Background: an optimization exercise with open tools, aiming at small area, a short achievable clock period and few clock cycles. Do not read the settings as production practice. Only simulation tests tie the RTL to the original design; equivalence was not proved. Power and IR drop assume default switching activity.

==> v31: inputs <==
==> flow/design.v (excerpt) <==
module pse_query (
    input  wire               clk,
    input  wire               rst,
    input  wire               start,
    input  wire [2:0]         op,
    input  wire signed [31:0] qx0,
    input  wire signed [31:0] qy0,
    input  wire signed [31:0] qx1,
    input  wire signed [31:0] qy1,
    input  wire [12:0]        tab_w,
    input  wire [12:0]        tab_h,
    output wire               ready,
    output reg                done,
    output reg                fault,
    output reg  [31:0]        res_u32,
    output wire [63:0]        res_f64,
    output reg  [11:0]        rect_x0,
    output reg  [11:0]        rect_y0,
    output reg  [11:0]        rect_x1,
    output reg  [11:0]        rect_y1,
    output reg                mem_req,
    output reg                mem_tab,
    output reg  [23:0]        mem_addr,
    input  wire [31:0]        mem_rdata
);
==> flow/config.mk <==
export PLATFORM = sky130hd
export DESIGN_NAME = pse_query
export DESIGN_NICKNAME = pse_query
export VERILOG_FILES = /design/flow/design.v
export SDC_FILE = /design/flow/constraint.sdc
export NUM_CORES = 4
export LEC_CHECK = 0
export CAP_MARGIN = 20
export CORE_MARGIN = 2
export CORE_UTILIZATION = 40
export SLEW_MARGIN = 20
==> flow/constraint.sdc <==
create_clock -name core_clock -period 12.0 [get_ports {clk}]
set_input_delay 2.4000 -clock core_clock [delete_from_list [all_inputs] [get_ports {clk}]]
set_output_delay 2.4000 -clock core_clock [all_outputs]
set_load 0.01 [all_outputs]
run.sh (not shown) runs the stock make flow with config.mk's settings and CLKGATE_MAP_FILE= SYNTH_SCRIPT=/design/flow/synth_recipe.tcl, a recipe that flattens the netlist after the stock synthesis.
==> v26: changes against v31 <==
--- a/flow/design.v
+++ b/flow/design.v
@@ -49,13 +49,12 @@
     output reg  [23:0]        mem_addr,
     input  wire [31:0]        mem_rdata
 );
     localparam OP_QSUM = 3'd0, OP_QAVG = 3'd1, OP_QNZC = 3'd2, OP_QNZAVG = 3'd3,
                OP_TRDS = 3'd4, OP_TRDN = 3'd5;
-    localparam K    = 2;                           
-    localparam NIT  = ((56 + K - 1) / K) * K;      
-    localparam NCYC = NIT / K;
+    localparam K    = 4;                           
+    localparam NCYC = 56 / K;                      
     reg               l_full;
     reg [2:0]         l_op;
     reg signed [31:0] l_x0, l_y0, l_x1, l_y1;
     reg [12:0]        l_w, l_h;
     assign ready = !l_full;
@@ -119,19 +118,20 @@
     reg [11:0] m_rx0, m_ry0, m_rx1, m_ry1;
     reg        m_prod_ok;     
     reg [52:0] m_prod;
     reg [6:0]  m_pexp;
     reg        mu_busy, mu_fin;
+    reg        mu_nrm;         
     reg [32:0] mu_w;           
     reg [32:0] mu_h;           
     reg [32:0] mu_acc;
     reg [22:0] mu_low;
     reg        mu_stk;
     reg signed [7:0] mu_exp;
     wire [32:0] wn;
     wire [5:0]  wlz;
-    pse_u2f #(.W(33), .LW(6)) u_wn (.val(qw), .mant(wn), .lz(wlz));
+    pse_u2f #(.W(33), .LW(6)) u_wn (.val(mu_w), .mant(wn), .lz(wlz));
     wire [33:0] mu_s1 = {1'b0, mu_acc} + (mu_h[0] ? {1'b0, mu_w} : 34'd0);
     wire [33:0] mu_s2 = {1'b0, mu_s1[33:1]} + (mu_h[1] ? {1'b0, mu_w} : 34'd0);
     wire [55:0] mu_v = {mu_acc, mu_low};
     reg  [52:0] pr_m;
     reg         pr_g, pr_s;
@@ -158,58 +158,77 @@
             pr_mant = pr_r[52:0];
             pr_exp  = pr_e;
         end
     end
     reg             be_busy;
-    reg [5:0]       be_cnt;
-    reg [53:0]      be_rem;
+    reg [4:0]       be_cnt;       
+    reg [55:0]      be_ws, be_wc;  
+    reg [55:0]      be_qp, be_qn;  
     reg [52:0]      be_d;
-    reg [NIT-1:0]   be_q;
     reg signed [7:0] be_e;
     reg             be_zero;
+    reg             be_inx;       
+    reg             be_top;       
+    reg [3:0]       be_est;       
     wire [31:0] sn;
     wire [4:0]  slz;
     pse_u2f #(.W(32), .LW(5)) u_sn (.val(acc_s), .mant(sn), .lz(slz));
     wire [31:0] nn;
     wire [4:0]  nlz;
     pse_u2f #(.W(32), .LW(5)) u_nn (.val(acc_n), .mant(nn), .lz(nlz));
-    reg [53:0] dv_r;
-    reg [54:0] dv_t;
-    reg [K-1:0] dv_qb;
+    wire [55:0] dv_d = {3'b000, be_d};
+    reg  [55:0] dv_s, dv_c, dv_a, dv_ys, dv_yc;
+    reg  [3:0]  dv_est, dv_ep, dv_ez, dv_en;
+    reg  [K-1:0] dv_qp, dv_qn;
+    reg  signed [K+1:0] dv_v;            
     integer k;
+    function [3:0] nxt_est(input [4:0] ys, input [4:0] yc, input [4:0] a);
+        nxt_est = (ys[4:1] ^ yc[4:1] ^ a[4:1]) +
+                  ((ys[3:0] & yc[3:0]) | (ys[3:0] & a[3:0]) | (yc[3:0] & a[3:0]));
+    endfunction
     always @* begin
-        dv_r = be_rem;
+        dv_s   = be_ws;
+        dv_c   = be_wc;
+        dv_est = be_est;
+        dv_v   = 0;
         for (k = 0; k < K; k = k + 1) begin
-            dv_t = {1'b0, dv_r} - {2'b0, be_d};
-            dv_qb[K-1-k] = !dv_t[54];
-            dv_r = dv_t[54] ? {dv_r[52:0], 1'b0} : {dv_t[52:0], 1'b0};
+            dv_ys = {dv_s[54:0], 1'b0};
+            dv_yc = {dv_c[54:0], 1'b0};
+            dv_qp[K-1-k] = !dv_est[3];
+            dv_qn[K-1-k] = dv_est[3] && (dv_est != 4'b1111);
+            dv_ep = nxt_est(dv_ys[54:50], dv_yc[54:50], ~dv_d[54:50]);
+            dv_ez = nxt_est(dv_ys[54:50], dv_yc[54:50], 5'd0);
+            dv_en = nxt_est(dv_ys[54:50], dv_yc[54:50], dv_d[54:50]);
+            dv_a  = dv_qp[K-1-k] ? ~dv_d : dv_qn[K-1-k] ? dv_d : 56'd0;
+            dv_s  = dv_ys ^ dv_yc ^ dv_a;
+            dv_c  = {(dv_ys[54:0] & dv_yc[54:0]) | (dv_ys[54:0] & dv_a[54:0]) |
+                     (dv_yc[54:0] & dv_a[54:0]), dv_qp[K-1-k]};
+            dv_est = dv_qp[K-1-k] ? dv_ep : dv_qn[K-1-k] ? dv_en : dv_ez;
+            dv_v   = dv_v * 2 + (dv_qp[K-1-k] ? 1 : 0) - (dv_qn[K-1-k] ? 1 : 0);
         end
     end
-    reg [52:0] r_mant;
-    reg        r_g, r_s;
-    reg [10:0] r_e;
-    reg [53:0] r_rnd;
-    reg [10:0] r_bexp;
-    wire       rem_nz = (be_rem != 54'd0);
-    always @* begin
-        if (be_q[NIT-1]) begin
-            r_mant = be_q[NIT-1 -: 53];
-            r_g    = be_q[NIT-54];
-            r_s    = (|be_q[NIT-55:0]) | rem_nz;
-            r_e    = {{3{be_e[7]}}, be_e} + 11'd1023;
-        end else begin
-            r_mant = be_q[NIT-2 -: 53];
-            r_g    = be_q[NIT-55];
-            r_s    = (|be_q[NIT-56:0]) | rem_nz;
-            r_e    = {{3{be_e[7]}}, be_e} + 11'd1022;
-        end
-        r_rnd  = {1'b0, r_mant} + {53'd0, r_g & (r_s | r_mant[0])};
-        r_bexp = r_e + {10'd0, r_rnd[53]};
-    end
+    wire signed [K+1:0] dv_vm = dv_v - 1;
+    wire [55:0] otf_q  = dv_v[K+1]  ? {be_qn[55-K:0], dv_v[K-1:0]}  : {be_qp[55-K:0], dv_v[K-1:0]};
+    wire [55:0] otf_qm = (dv_v[K+1] || dv_v == 0) ? {be_qn[55-K:0], dv_vm[K-1:0]} :
+                                                     {be_qp[55-K:0], dv_vm[K-1:0]};
+    wire [55:0] fn_w   = be_ws + be_wc;
+    wire        fn_neg = fn_w[55];
+    wire [55:0] fn_q   = fn_neg ? be_qn : be_qp;
+    wire [55:0] fn_s3  = be_ws ^ be_wc ^ dv_d;
+    wire [55:0] fn_c3  = {(be_ws[54:0] & be_wc[54:0]) | (be_ws[54:0] & dv_d[54:0]) |
+                          (be_wc[54:0] & dv_d[54:0]), 1'b0};
+    wire        fn_z0  = ((be_ws ^ be_wc) == {(be_ws[54:0] | be_wc[54:0]), 1'b0});
+    wire        fn_z1  = ((fn_s3 ^ fn_c3) == {(fn_s3[54:0] | fn_c3[54:0]), 1'b0});
+    wire        fn_inx = !(fn_z0 || fn_z1);
+    wire [52:0] r_mant = be_qp[55:3];
+    wire        r_g    = be_qp[2];
+    wire        r_s    = (|be_qp[1:0]) | be_inx;
+    wire [53:0] r_rnd  = {1'b0, r_mant} + {53'd0, r_g & (r_s | r_mant[0])};
+    wire [10:0] r_bexp = {{3{be_e[7]}}, be_e} + 11'd1022 + {10'd0, be_top} + {10'd0, r_rnd[53]};
     assign res_f64 = be_zero ? 64'd0 : {1'b0, r_bexp, r_rnd[51:0]};
     wire first_ok = (au_n == 2'd0) ||
-                    (au_n == 2'd1 && (!be_busy || be_cnt <= 6'd1) && (!m_qavg || m_prod_ok));
+                    (au_n == 2'd1 && (!be_busy || be_cnt <= 5'd1) && (!m_qavg || m_prod_ok));
     wire issue    = i_act && (i_started || first_ok);
     wire copy_now = a_valid && a_cst;
     wire i_free   = (!i_act || (issue && t_last)) &&
                     (!i_mpend || copy_now) && !(issue && !i_started);
     wire prep     = l_full && i_free && (!l_qavg || !mu_busy);
@@ -281,15 +300,19 @@
                 i_fault   <= l_fault;
             end
             if (prep && l_qavg) begin
                 mu_busy <= 1'b1;
                 mu_fin  <= 1'b0;
-                mu_w    <= wn;
+                mu_nrm  <= 1'b1;
+                mu_w    <= qw;
                 mu_h    <= qh;
                 mu_acc  <= 33'd0;
                 mu_low  <= 23'd0;
                 mu_stk  <= 1'b0;
+            end else if (mu_busy && mu_nrm) begin
+                mu_nrm  <= 1'b0;
+                mu_w    <= wn;
                 mu_exp  <= -$signed({2'b00, wlz});
             end else if (mu_busy && !mu_fin) begin
                 mu_acc  <= mu_s2[33:1];
                 mu_low  <= {mu_s2[0], mu_s1[0], mu_low[22:2]};
                 mu_stk  <= mu_stk | mu_low[1] | mu_low[0];
@@ -342,26 +365,36 @@
                 if (!m_avg || h_zero) begin
                     done <= 1'b1;
                 end else begin
                     be_zero <= 1'b0;
                     be_busy <= 1'b1;
-                    be_cnt  <= NCYC - 1;
-                    be_rem  <= {1'b0, sn, 21'd0};
-                    be_q    <= {NIT{1'b0}};
+                    be_cnt  <= NCYC;
+                    be_ws   <= {4'd0, sn, 20'd0};      
+                    be_wc   <= 56'd0;
+                    be_est  <= 4'b0001;
+                    be_qp   <= 56'd0;
+                    be_qn   <= {56{1'b1}};
                     if (m_qavg) begin
                         be_d <= m_prod;
                         be_e <= $signed({3'b000, 5'd31 - slz}) - $signed({1'b0, m_pexp});
                     end else begin
                         be_d <= {nn, 21'd0};
                         be_e <= $signed({3'b000, 5'd31 - slz}) - $signed({3'b000, 5'd31 - nlz});
                     end
                 end
             end else if (be_busy) begin
-                be_rem <= dv_r;
-                be_q   <= {be_q[NIT-K-1:0], dv_qb};
-                be_cnt <= be_cnt - 6'd1;
-                if (be_cnt == 6'd0) begin
+                if (be_cnt != 5'd0) begin
+                    be_ws  <= dv_s;
+                    be_wc  <= dv_c;
+                    be_est <= dv_est;
+                    be_qp  <= otf_q;
+                    be_qn  <= otf_qm;
+                    be_cnt <= be_cnt - 5'd1;
+                end else begin
+                    be_qp   <= fn_q[55] ? fn_q : {fn_q[54:0], 1'b0};
+                    be_top  <= fn_q[55];
+                    be_inx  <= fn_inx;
                     be_busy <= 1'b0;
                     done    <= 1'b1;
                 end
             end
         end
- ABC_CLOCK_PERIOD_IN_PS: unset -> 5000
- SETUP_SLACK_MARGIN: unset -> 5
==> comparison table <==
Outcome: v31 finished clean; v26 finished clean
Multi-input gate area in the final layout: v31 40850 um2; v26 52780 um2
Number of tap instances: v31 2233; v26 2805
First-pass GRT wire length: v31 302600 um; v26 398000 um
Plain + repair buffers: v31 430; v26 616
Cts repair resizes: v31 0; v26 139
Initial drt markers: v31 3521; v26 5760
Synthesized net count: v31 8103; v26 10.04k
Total Power Consumption: v31 11.43 mW; v26 12.69 mW
Slowest cell on the critical path: v31 nor4b_1; v26 o41a_4
Row count: v31 152; v26 168
Share of final layout cell area taken by clock buffers and inverters: v31 4.241%; v26 3.819%
Simple-gate share of the synthesized area: v31 16.59%; v26 14.71%
Fin area: v31 78060 um2; v26 98170 um2
Largest fanout on the critical path: v31 72; v26 6
Testbench counts of v31, summed over its fixed seeds: cycles 59,669.
Testbench counts of v26, summed over its fixed seeds: cycles 37,901.

what the ideal ports hide:
In the flow no input, the clock included, has a driving cell. The finished layouts below were timed again as built, in two steps.
Step 1: set_driving_cell puts a clkbuf_16 on clk and a buf_2 on each other input, an assumption about the parent block.
Step 2 also shifts input and output timing later by t, the mid clock arrival at the registers, as if the neighbouring blocks saw the same clock.
Three values: ideal, step 1, step 2; two values: the first two.
| run | t (ns) | setup WS [ns] | worst hold slack (ns) | worst setup path at the end | worst slew at a driven data input, ns |
|---|---|---|---|---|---|
| v31 | 0.794 | 1.783 / 1.713 / 1.783 | 0.417 / 0.417 / 0.417 | register to register | 0.12 |
| v26 | 0.859 | 4.867 / 4.867 / 4.350 | 0.411 / 0.411 / 0.411 | input to register | 0.13 |
After both steps every run listed still meets setup and hold. For v26, which loses most, drivers alone change the setup slack by 0.000 ns; drivers and shift together by -0.517 ns.
